What follows belongs to an exercise in optimizing a design on an open flow for small area and a short achievable clock period; a production flow would make more cautious choices. The RTL of this run was laid out without a check of its function. No activity file was given, so power comes from the tool's default toggle rates.

==> flow/design.v <==
module dccap_framer (
    input  wire        clk,
    input  wire        rst,
    input  wire        tick,
    input  wire        cmd_ill,      
    input  wire        cmd_fr,       
    input  wire [3:0]  cmd_op,
    input  wire [7:0]  cmd_a,
    input  wire [15:0] cmd_d,
    output wire        bus_req,
    output wire        bus_rd,
    output wire [1:0]  bus_len,
    output wire [23:0] bus_wdata,
    input  wire        bus_ack,
    input  wire        bus_ok,
    input  wire [15:0] bus_rdata,
    output wire [31:0] fr_status,
    output wire [31:0] result
);
    localparam [15:0] EXPECTED_ID = 16'h3055;
    localparam [2:0] OP_WRREG  = 3'd1;
    localparam [2:0] OP_RDREG  = 3'd2;
    localparam [2:0] OP_RDRES  = 3'd3;
    localparam [2:0] OP_RDID   = 3'd4;
    localparam [2:0] OP_DEVRST = 3'd5;
    localparam [2:0] OP_INIT   = 3'd6;
    reg         busy;
    reg [1:0]   err;         
    reg         ovr, ill, idmm;
    reg [27:0]  res;
    reg [4:0]   pc;
    reg [1:0]   att;         
    reg         wt;          
    reg [13:0]  wcnt;
    reg [2:0]   opc;
    reg [23:0]  wb;
    reg [3:0]   xb;
    assign fr_status = {21'd0, idmm, ill, ovr, 2'd0, err, 3'd0, busy};
    assign result    = {4'd0, res};
    reg u_tx1, u_tx3, u_rx, u_idchk, u_settle, u_fin;
    always @(*) begin
        u_tx1 = 1'b0; u_tx3 = 1'b0; u_rx = 1'b0;
        u_idchk = 1'b0; u_settle = 1'b0; u_fin = 1'b0;
        case (opc)
            OP_WRREG, OP_DEVRST: begin
                if (pc == 5'd0) u_tx3 = 1'b1;
                else            u_fin = 1'b1;
            end
            OP_RDREG, OP_RDID: begin
                case (pc)
                    5'd0:    u_tx1 = 1'b1;
                    5'd1:    u_rx  = 1'b1;
                    default: u_fin = 1'b1;
                endcase
            end
            OP_RDRES: begin
                case (pc)
                    5'd0, 5'd2: u_tx1 = 1'b1;
                    5'd1, 5'd3: u_rx  = 1'b1;
                    default:    u_fin = 1'b1;
                endcase
            end
            OP_INIT: begin
                if (pc == 5'd0)       u_tx1 = 1'b1;
                else if (pc == 5'd1)  u_rx = 1'b1;
                else if (pc == 5'd2)  u_idchk = 1'b1;
                else if (pc <= 5'd20) u_tx3 = 1'b1;
                else if (pc == 5'd21) u_settle = 1'b1;
                else                  u_fin = 1'b1;
            end
            default: u_fin = 1'b1;
        endcase
    end
    reg [23:0] tx_bytes;
    assign bus_wdata = u_rx ? 24'd0 : tx_bytes;
    always @(*) begin
        case (opc)
            OP_RDRES:  tx_bytes = {5'd0, wb[1:0], pc[1], 16'd0};
            OP_RDID:   tx_bytes = {8'h7F, 16'd0};
            OP_DEVRST: tx_bytes = {8'h1A, 16'h8000};
            OP_INIT: begin
                case (pc)
                    5'd3:  tx_bytes = {8'h14, 16'h1001};
                    5'd4:  tx_bytes = {8'h15, 16'h1001};
                    5'd5:  tx_bytes = {8'h16, 16'h1001};
                    5'd6:  tx_bytes = {8'h17, 16'h1001};
                    5'd7:  tx_bytes = {8'h1E, 16'h8800};
                    5'd8:  tx_bytes = {8'h1F, 16'h8800};
                    5'd9:  tx_bytes = {8'h20, 16'h8800};
                    5'd10: tx_bytes = {8'h21, 16'h8800};
                    5'd11: tx_bytes = {8'h10, 16'h000A};
                    5'd12: tx_bytes = {8'h11, 16'h000A};
                    5'd13: tx_bytes = {8'h12, 16'h000A};
                    5'd14: tx_bytes = {8'h13, 16'h000A};
                    5'd15: tx_bytes = {8'h08, 16'hFFFF};
                    5'd16: tx_bytes = {8'h09, 16'hFFFF};
                    5'd17: tx_bytes = {8'h0A, 16'hFFFF};
                    5'd18: tx_bytes = {8'h0B, 16'hFFFF};
                    5'd19: tx_bytes = {8'h1B, 16'hC20D};
                    5'd20: tx_bytes = {8'h1A, 16'h1E01};
                    default: tx_bytes = {8'h7F, 16'd0};
                endcase
            end
            default:   tx_bytes = wb;      
        endcase
    end
    wire running = busy && !wt;
    assign bus_req = running && (u_tx1 || u_tx3 || u_rx);
    assign bus_rd  = u_rx;
    assign bus_len = u_tx3 ? 2'd3 : u_tx1 ? 2'd1 : 2'd2;
    wire settle   = u_settle;            
    wire wait_end = settle ? (wcnt == 14'd10000) : (wcnt == 14'd5000);
    wire rx_hi    = (opc == OP_RDRES) && !pc[1];    
    always @(posedge clk) begin
        if (rst) begin
            busy <= 1'b0;
            err  <= 2'd0;
            ovr  <= 1'b0;
            ill  <= 1'b0;
            idmm <= 1'b0;
            res  <= 28'd0;
            pc   <= 5'd0;
            att  <= 2'd0;
            wt   <= 1'b0;
            wcnt <= 14'd0;
            opc  <= 3'd0;
        end else begin
            if (busy) begin
                if (wt) begin
                    if (wait_end) begin
                        if (settle) pc  <= pc + 5'd1;
                        else        att <= att + 2'd1;
                        wt   <= 1'b0;
                        wcnt <= 14'd0;
                    end else if (tick) begin
                        wcnt <= wcnt + 14'd1;
                    end
                end else if (u_tx1 || u_tx3 || u_rx) begin
                    if (bus_ack) begin
                        if (bus_ok) begin
                            pc  <= pc + 5'd1;
                            att <= 2'd0;
                        end else if (att != 2'd2) begin
                            wt <= 1'b1;
                        end else begin
                            err  <= 2'd1;
                            busy <= 1'b0;
                            att  <= 2'd0;
                        end
                    end
                end else if (u_idchk) begin
                    res  <= {12'd0, wb[15:0]};
                    idmm <= (wb[15:0] != EXPECTED_ID);
                    pc   <= pc + 5'd1;
                end else if (u_settle) begin
                    wt <= 1'b1;
                end else begin  
                    if (opc == OP_RDRES)
                        res <= {wb[23:16], xb, wb[15:0]};
                    else if (opc == OP_RDREG || opc == OP_RDID)
                        res <= {12'd0, wb[15:0]};
                    err  <= 2'd0;
                    busy <= 1'b0;
                end
            end
            if (cmd_ill) ill <= 1'b1;
            if (cmd_fr) begin
                if (busy) begin
                    ovr <= 1'b1;
                end else if (cmd_op[2:0] == OP_RDRES && cmd_a[7:2] != 6'd0) begin
                    err <= 2'd2;
                end else begin
                    opc  <= cmd_op[2:0];
                    pc   <= 5'd0;
                    err  <= 2'd0;
                    if (cmd_op[2:0] == OP_INIT) idmm <= 1'b0;
                    busy <= 1'b1;
                end
            end
        end
    end
    always @(posedge clk) begin
        if (!busy && cmd_fr) begin
            wb[23:2] <= {cmd_a, cmd_d[15:2]};
            wb[1:0]  <= (cmd_op[2:0] == OP_RDRES) ? cmd_a[1:0] : cmd_d[1:0];
        end else if (running && u_rx && bus_ack && bus_ok) begin
            if (rx_hi) {wb[23:16], xb} <= bus_rdata[11:0];
            else       wb[15:0] <= bus_rdata;
        end
    end
endmodule
module dccap_act #(
    parameter integer SPLIT = 8           
) (
    input  wire        clk,
    input  wire        rst,
    input  wire        tick,
    input  wire        set_duty,     
    input  wire [15:0] duty_arg,
    input  wire        set_hz,       
    input  wire [23:0] hz_arg,
    output reg         out_a,
    output reg         out_b,
    output wire        out_pwm,
    output wire [31:0] act_status,
    output wire [31:0] toggle_hz,
    output wire [31:0] toggle_reload,
    output wire [31:0] pwm_ccr,
    output wire [31:0] pwm_ccr_next
);
    localparam [18:0] NUM = 19'd500000;   
    localparam integer K  = SPLIT;
    localparam [1:0] HB_IDLE     = 2'd0;
    localparam [1:0] HB_CLAIM    = 2'd1;
    localparam [1:0] HB_DEADTIME = 2'd2;
    wire [6:0] duty_clamped = duty_arg[15]               ? 7'd0 :
                              (duty_arg[14:0] > 15'd100) ? 7'd100 : duty_arg[6:0];
    function [9:0] ccr_of;
        input [6:0] d;
        reg [9:0] t;
        begin
            t = {d, 3'b000} + {2'b00, d, 1'b0};
            ccr_of = (d[6] & d[5] & d[2]) ? 10'd999 : t;
        end
    endfunction
    wire [18:0] d1 = hz_arg[18:0];
    wire [18:0] d2;
    wire [18:0] r1 [16:K];       
    wire [15:K] q1;
    assign r1[16] = NUM;
    function [19:0] dstage;      
        input [18:0] r;
        input [18:0] d;
        input integer k;
        integer i;
        reg b, ov;
        reg [18:0] t;
        begin
            b = 1'b0; ov = 1'b0; t = r;
            for (i = 0; i < 19; i = i + 1) begin
                if (i + k < 19) begin
                    t[i+k] = r[i+k] ^ d[i] ^ b;
                    b = (~r[i+k] & d[i]) | (~(r[i+k] ^ d[i]) & b);
                end else begin
                    ov = ov | d[i];
                end
            end
            dstage = (ov | b) ? {1'b0, r} : {1'b1, t};
        end
    endfunction
    genvar k;
    generate
        for (k = 15; k >= K; k = k - 1) begin : g_s1
            assign {q1[k], r1[k]} = dstage(r1[k+1], d1, k);
        end
    endgenerate
    reg  [18:K] dv_r;            
    reg  [15:K] dv_q;            
    wire [18:0] r2 [K:0];
    wire [15:0] q2;
    assign r2[K] = {dv_r, NUM[K-1:0]};
    assign q2[15:K] = dv_q;
    generate
        for (k = K - 1; k >= 0; k = k - 1) begin : g_s2
            assign {q2[k], r2[k]} = dstage(r2[k+1], d2, k);
        end
    endgenerate
    reg [6:0]  duty;
    reg [6:0]  duty_act;     
    reg        ccr_upd;
    reg [3:0]  pwm_lo;       
    reg [6:0]  pwm_hi;
    reg [23:0] tog_hz;
    reg [15:0] tog_cnt;
    reg        pending;
    reg [1:0]  hb_phase;
    reg        hb_target;    
    reg [10:0] hb_dt;
    assign d2 = tog_hz[18:0];
    wire hz_lt8  = ~|tog_hz[23:3];
    wire hz_zero = hz_lt8 & ~|tog_hz[2:0];
    wire tog_run = ~hz_zero;
    wire hz_big  = (tog_hz > 24'd500000);
    wire [15:0] reload = hz_lt8 ? {16{~hz_zero}} :
                         hz_big ? 16'd1 : q2;
    wire pwm_wrap = (pwm_hi == 7'd99) && (pwm_lo == 4'd9);
    assign out_pwm = (pwm_hi < duty_act) &&
                     !(duty_act[6] && duty_act[5] && duty_act[2] && pwm_wrap);
    wire [15:0] tog_inc   = tog_cnt + 16'd1;
    wire        tog_event = tog_run && (tog_inc == reload);
    wire        hz_load   = set_hz && (hz_arg != 24'd0);
    always @(posedge clk) begin
        if (hz_load) begin
            dv_r <= r1[K][18:K];
            dv_q <= q1;
        end
    end
    always @(posedge clk) begin
        if (rst) begin
            duty      <= 7'd0;
            duty_act  <= 7'd0;
            ccr_upd   <= 1'b0;
            pwm_lo    <= 4'd0;
            pwm_hi    <= 7'd0;
            tog_hz    <= 24'd0;
            tog_cnt   <= 16'd0;
            pending   <= 1'b0;
            out_a     <= 1'b0;
            out_b     <= 1'b0;
            hb_phase  <= HB_IDLE;
            hb_target <= 1'b0;
            hb_dt     <= 11'd0;
        end else begin
            if (tick) begin
                if (tog_event) begin
                    tog_cnt <= 16'd0;
                    pending <= 1'b1;
                end else if (tog_run) begin
                    tog_cnt <= tog_inc;
                end
                if (pwm_wrap) begin
                    pwm_lo <= 4'd0;
                    pwm_hi <= 7'd0;
                    if (ccr_upd) begin
                        duty_act <= duty;
                        ccr_upd  <= 1'b0;
                    end
                end else if (pwm_lo == 4'd9) begin
                    pwm_lo <= 4'd0;
                    pwm_hi <= pwm_hi + 7'd1;
                end else begin
                    pwm_lo <= pwm_lo + 4'd1;
                end
                if (hb_phase == HB_DEADTIME && hb_dt != 11'd2000)
                    hb_dt <= hb_dt + 11'd1;
            end
            case (hb_phase)
                HB_IDLE: begin
                    if (pending) hb_phase <= HB_CLAIM;
                end
                HB_CLAIM: begin
                    pending   <= 1'b0;
                    hb_target <= out_a;
                    out_a     <= 1'b0;
                    out_b     <= 1'b0;
                    hb_dt     <= 11'd0;
                    hb_phase  <= HB_DEADTIME;
                end
                default: begin
                    if (hb_dt == 11'd2000) begin
                        out_a    <= !hb_target;
                        out_b    <= hb_target;
                        hb_phase <= HB_IDLE;
                    end
                end
            endcase
            if (set_duty) begin
                duty    <= duty_clamped;
                ccr_upd <= 1'b1;
            end
            if (hz_load) begin
                tog_cnt <= 16'd0;
                tog_hz  <= hz_arg;
            end
        end
    end
    wire [1:0] dir  = {out_b, out_a};
    wire [1:0] view = pending ? 2'd1 : (hb_phase != HB_IDLE) ? 2'd2 : 2'd0;
    assign act_status    = {6'd0, view, 1'b0, duty, 7'd0, out_pwm, dir, hb_phase, tog_run, pending, out_b, out_a};
    assign toggle_hz     = {8'd0, tog_hz};
    assign toggle_reload = {16'd0, reload};
    assign pwm_ccr       = {22'd0, ccr_of(duty_act)};
    assign pwm_ccr_next  = {ccr_upd, 21'd0, ccr_of(duty)};
endmodule
module dccap_fa (
    input  wire        clk,
    input  wire        rst,          
    input  wire        tick,         
    input  wire        cmd_we,
    input  wire [31:0] cmd_wdata,
    input  wire [2:0]  rd_addr,
    output reg  [31:0] rd_data,
    output wire        busy,         
    output wire        bus_req,
    output wire        bus_rd,
    output wire [1:0]  bus_len,
    output wire [23:0] bus_wdata,
    input  wire        bus_ack,
    input  wire        bus_ok,
    input  wire [15:0] bus_rdata,
    output wire        out_a,
    output wire        out_b,
    output wire        out_pwm
);
    wire [3:0]  op = cmd_wdata[31:28];
    wire [3:0]  z  = cmd_wdata[27:24];
    wire [7:0]  a  = cmd_wdata[23:16];
    wire [15:0] d  = cmd_wdata[15:0];
    reg legal_fr, legal_act;
    always @(*) begin
        legal_fr  = 1'b0;
        legal_act = 1'b0;
        if (z == 4'd0) begin
            case (op)
                4'h1:             legal_fr  = 1'b1;
                4'h2, 4'h3:       legal_fr  = (d == 16'd0);
                4'h4, 4'h5, 4'h6: legal_fr  = (a == 8'd0) && (d == 16'd0);
                4'h8:             legal_act = (a == 8'd0);
                4'h9:             legal_act = 1'b1;
                default: ;
            endcase
        end
    end
    wire cmd_ill  = cmd_we && !legal_fr && !legal_act;
    wire cmd_fr   = cmd_we && legal_fr;
    wire set_duty = cmd_we && legal_act && (op == 4'h8);
    wire set_hz   = cmd_we && legal_act && (op == 4'h9);
    wire [31:0] fr_status, result;
    wire [31:0] act_status, toggle_hz, toggle_reload, pwm_ccr, pwm_ccr_next;
    dccap_framer u_framer (
        .clk       (clk),
        .rst       (rst),
        .tick      (tick),
        .cmd_ill   (cmd_ill),
        .cmd_fr    (cmd_fr),
        .cmd_op    (op),
        .cmd_a     (a),
        .cmd_d     (d),
        .bus_req   (bus_req),
        .bus_rd    (bus_rd),
        .bus_len   (bus_len),
        .bus_wdata (bus_wdata),
        .bus_ack   (bus_ack),
        .bus_ok    (bus_ok),
        .bus_rdata (bus_rdata),
        .fr_status (fr_status),
        .result    (result)
    );
    dccap_act #(.SPLIT(6)) u_act (
        .clk           (clk),
        .rst           (rst),
        .tick          (tick),
        .set_duty      (set_duty),
        .duty_arg      (d),
        .set_hz        (set_hz),
        .hz_arg        (cmd_wdata[23:0]),
        .out_a         (out_a),
        .out_b         (out_b),
        .out_pwm       (out_pwm),
        .act_status    (act_status),
        .toggle_hz     (toggle_hz),
        .toggle_reload (toggle_reload),
        .pwm_ccr       (pwm_ccr),
        .pwm_ccr_next  (pwm_ccr_next)
    );
    assign busy = fr_status[0];
    always @(*) begin
        case (rd_addr)
            3'd0:    rd_data = 32'd0;           
            3'd1:    rd_data = fr_status;
            3'd2:    rd_data = result;
            3'd3:    rd_data = act_status;
            3'd4:    rd_data = toggle_hz;
            3'd5:    rd_data = toggle_reload;
            3'd6:    rd_data = pwm_ccr;
            default: rd_data = pwm_ccr_next;
        endcase
    end
endmodule
==> flow/constraint.sdc <==
create_clock -name core_clock -period 125.0 [get_ports {clk}]
set_input_delay 25.0000 -clock core_clock [delete_from_list [all_inputs] [get_ports {clk}]]
set_output_delay 25.0000 -clock core_clock [all_outputs]
set_load 0.01 [all_outputs]
==> flow/config.mk <==
export PLATFORM = sky130hd
export DESIGN_NAME = dccap_fa
export DESIGN_NICKNAME = dccap_fa
export VERILOG_FILES = /design/flow/design.v
export SDC_FILE = /design/flow/constraint.sdc
export NUM_CORES = 4
export LEC_CHECK = 0
export CAP_MARGIN = 20
export CORE_MARGIN = 2
export CORE_UTILIZATION = 40
export SLEW_MARGIN = 20
==> flow/run.sh <==
#!/bin/bash
# synth_recipe.tcl (not shown) runs the flow's synth.tcl, then flattens the netlist and writes it again
# the make line also repeats each setting of config.mk as NAME=value (left out here)
make -C /OpenROAD-flow-scripts/flow DESIGN_CONFIG=/design/flow/config.mk WORK_HOME=/design/flow/orfs CLKGATE_MAP_FILE= SYNTH_SCRIPT=/design/flow/synth_recipe.tcl finish
==> summary.txt <==
flip-flops by register name, indices dropped and copies added (netlist names), 7 cells and up, named ones only:
| signal | cells |
|---|---|
| u_act.tog_cnt | 16 |
| u_act.duty | 7 |
| u_act.dv_r | 13 |
| u_act.dv_q | 10 |
| u_framer.res | 28 |
| u_act.tog_hz | 24 |
| u_framer.wcnt | 14 |
| u_act.pwm_hi | 7 |
| u_act.duty_act | 7 |
| u_act.hb_dt | 11 |
| u_framer.wb | 24 |
path summary, 6_finish.rpt:
path                                start                             to  slack (ns)  cells after the start
max          u_act.tog_hz[1]$_SDFFE_PP0P_                     rd_data[0]       63.15                    102
min          u_framer.res[7]$_SDFFE_PP0P_   u_framer.res[7]$_SDFFE_PP0P_        0.45                      2
max reg2reg  u_act.tog_hz[1]$_SDFFE_PP0P_  u_act.tog_cnt[6]$_SDFFE_PP0P_       88.62                    103
min reg2reg  u_framer.res[7]$_SDFFE_PP0P_   u_framer.res[7]$_SDFFE_PP0P_        0.45                      2
tightest hold or removal path, delay by kind of cell (launching register included):
kind	cells	cell delay, ns
flip-flops	1	0.30
AND/OR/NAND/NOR	1	0.05
AO/OA/AOI/OAI	1	0.05
metal layers:
layer  share of wire (%)  GRT usage, %
met5               0.019             0
met4                 4.5          10.6
met3                 6.4          3.02
met2                  46          40.1
met1                  43          32.7
per-stage QoR:
step	power, mW	area, sq um	std cells	util, %	hold slack (ns)
2_1_floorplan	0.0786	18000	2106	-	0.427
3_3_place_gp	0.0849	19600	2725	44.3	0.442
3_5_place_dp	0.0852	19600	2725	44.3	0.445
4_1_cts	0.157	20400	2767	46.1	0.453
5_1_grt	0.161	20400	2767	46.1	0.475
6_report	0.156	20400	2768	46.1	0.453
synth_stat cells, types with 18 or more instances:
master    instances  area share [%]
fa_1            146              16
o21ai_0          64             1.8
a22oi_1          32             1.3
a21oi_1         133             3.7
nor4_1           19            0.66
ha_1             55             3.8
mux2i_1          70             3.9
edfxtp_1         51             8.5
nand2b_1         20            0.70
nor2_1          254             5.3
mux2_2           65             4.1
xnor2_1          27             1.3
xor2_1           25             1.2
nor3_1           38             1.1
nand3_1          65             1.8
a31oi_1          26            0.91
o22a_1           18            0.88
inv_1           111             2.3
dfxtp_1         159              18
nand4_1          20            0.70
o22ai_1          23            0.80
clkbuf_1         82             1.7
nand2_1         302             6.3
power by group through the flow:
| stage | clock [mW] | combinational, mW | sequential (mW) |
|---|---|---|---|
| after global routing | 0.0754 | 0.0157 | 0.0696 |
| after detailed placement | 0 | 0.0141 | 0.0711 |
| after CTS | 0.0732 | 0.0141 | 0.0696 |
| after global placement | 0 | 0.0138 | 0.0711 |
| after floorplan | 0 | 0.00750 | 0.0711 |
| final | 0.0720 | 0.0142 | 0.0696 |
cell usage in the layout, fill, tap and decap left out, drive strengths merged, types with 15 or more instances in the layout:
master           n
a21o            15
nand2b          20
dfxtp          159
o21ai           80
mux2            65
edfxtp          51
a22oi           33
mux2i           70
and3            15
nand2          303
xor2            25
o22a            18
buf             29
nor4            25
nor3            40
nor2           256
nand3           66
fa             146
clkbuf          34
inv            118
a21oi          133
clkdlybuf4s50  115
ha              55
nand4           21
xnor2           27
a31oi           26
o22ai           23
layout make-up:
| class | count | area (sq um) |
|---|---|---|
| Fill cell | 4256 | 23800 |
| Multi-Input combinational cell | 1664 | 12300 |
| Sequential cell | 210 | 4710 |
| Timing Repair Buffer | 144 | 1370 |
| Tap cell | 592 | 741 |
| Clock buffer | 34 | 721 |
| Inverter | 115 | 432 |
| Clock inverter | 8 | 77.6 |
| Antenna cell | 1 | 2.50 |
logic make-up (layout without fill, tap and decap cells):
logic type                 after synthesis  in the layout
and+or+nand+nor                        835            835
AOI/OAI and AO/OA                      438            438
buffers and inverters                  232            301
DFF                                    210            210
adders and majority gates              201            201
muxes                                  135            135
xor gates and xnor gates                52             52
other                                    1              4
==> flow_summary.ini <==
[synthesis]
synth-xor-area-share_pct = 2.54
synth_mux_area_share_pct = 7.98
synth_compound_area_share_pct = 16.0
synthSimpleGateAreaFrac_pct = 21.8
ys_seq_area_share_pct = 26.3
ys_types = 103
syn_avg_cell_area_sq_um = 8.53
syn_area_sq_um = 18000
synthAdderAreaFrac_pct = 20.1
ys_seq_elements = 210
synth_cells = 2104
ys.flop_type = dfxtp_1
yosysWarnings = 3
async_reset_ff_share_pct = 0
synth-edff-count = 51
synth_top_family_by_area = simple AND/OR/NAND/NOR gates

[route]
vias = 15953
routed_wl_um = 57400
drt.antenna.violating_nets = 0
vias_per_cell = 5.76
drt_first_iter_violations = 1354
drt_pass1_iterations = 5
routedWlPerCell_um = 20.7
drcViolationCount = 0

[power_and_ir_drop]
p_int_uw = 117
pwr_density_cell_nw_per_um2 = 7.65
pwr-share-seq_pct = 44.7
ir_worst_vdd_v = 0.00000821
p_comb_share_pct = 9.1
leakagePower_nw = 7.82
switching_power_uw = 38.6
p_clk_share_pct = 46.2
switching_share_pct = 24.8

[clock_network]
cts-root-buf = clkbuf_16
cts_resized = 0
cts_buffers = 25
clock-sinks = 210
clk_pin_slew_ns = 0.05
cts_max_level = 1
cts_tree = built
clk_latency_ns = 0.54
postCtsHoldBufs = 0
post_cts_buffers = 0
clockBufferDepth = 3

[critical_path]
critPathMaxFanout = 18
crit_path_frequent_cell = fa_1
startpoint_type = flop
required_ns = 100.00
cp_top_family = adder cells
cp.buffers_inverters = 7
worst_path_max_delay_cell = nor3b_4
critical_path_class = flop to output port
crit_path_end_kind = output port
cp.arrival_ns = 36.85
slowest_delay_ns = 0.66

[sta]
worstMarginPinSlew_ns = 1.04
timing.final.ws_setup_ns = 63.15
drv_slew = 0
finalCritPeriodShare_pct = 49.5
hold_viol_final = 0
relSlewSlack_pct = 30.6
rsz0062_at_grt = no
skew_ns = 0.0170
finalSetupViolCount = 0
max_freq_ghz = 0.0162
finalSetupTns_ns = 0
fin_crit_ns = 61.85

[job]
cap_violations = 0

[place]
io_buffers = 117
place.gp.congestion = 0.915
dp_slack_ns = 63.68
dp_hpwl_um = 43900

[outcome]
status = complete, no violations

[floorplanning]
start_util_pct = 40.6
die_w_um = 216
rows = 77
core_sq_um = 44200
io_pins = 121
die_y_um = 216
dieArea_sq_um = 46600

[layout]
nets = 2418
drive_above_1_share_pct = 8.18
area_growth_pct = 13.5

[global_route]
grt_pass1_wl_um = 90100
track_usage_pct = 24.5
grt_start_max_net_pins = 84
antenna_found_initial = 1
grt_remaining_overflow = 0
grt_pass1_vias = 15815

[hold_path]
worstHoldPathType = flop to flop

what the ideal ports hide:
The flow's constraints put no driver on any port. The routed layout listed below was extracted and timed again, unchanged, in two steps. Step 1 (the two cells are an assumption about what drives the block):
set clk [get_ports {clk}]
set_driving_cell -lib_cell sky130_fd_sc_hd__clkbuf_16 $clk
set_driving_cell -lib_cell sky130_fd_sc_hd__buf_2 [delete_from_list [all_inputs] $clk]
Step 2 also shifts input and output timing later by t, the mid clock arrival at the registers, as if the neighbouring blocks saw the same clock. a / b / c = no drivers / after step 1 / after step 2; a / b = the first two.
shift t [ns]: 0.585
setup slack, ns: 63.146 / 63.092 / 63.677
latest minus earliest clock arrival (ns): 0.017 / 0.017
After both steps setup and hold are still met in this run. For this run, drivers alone change the setup slack by -0.054 ns; drivers and shift together by +0.531 ns.
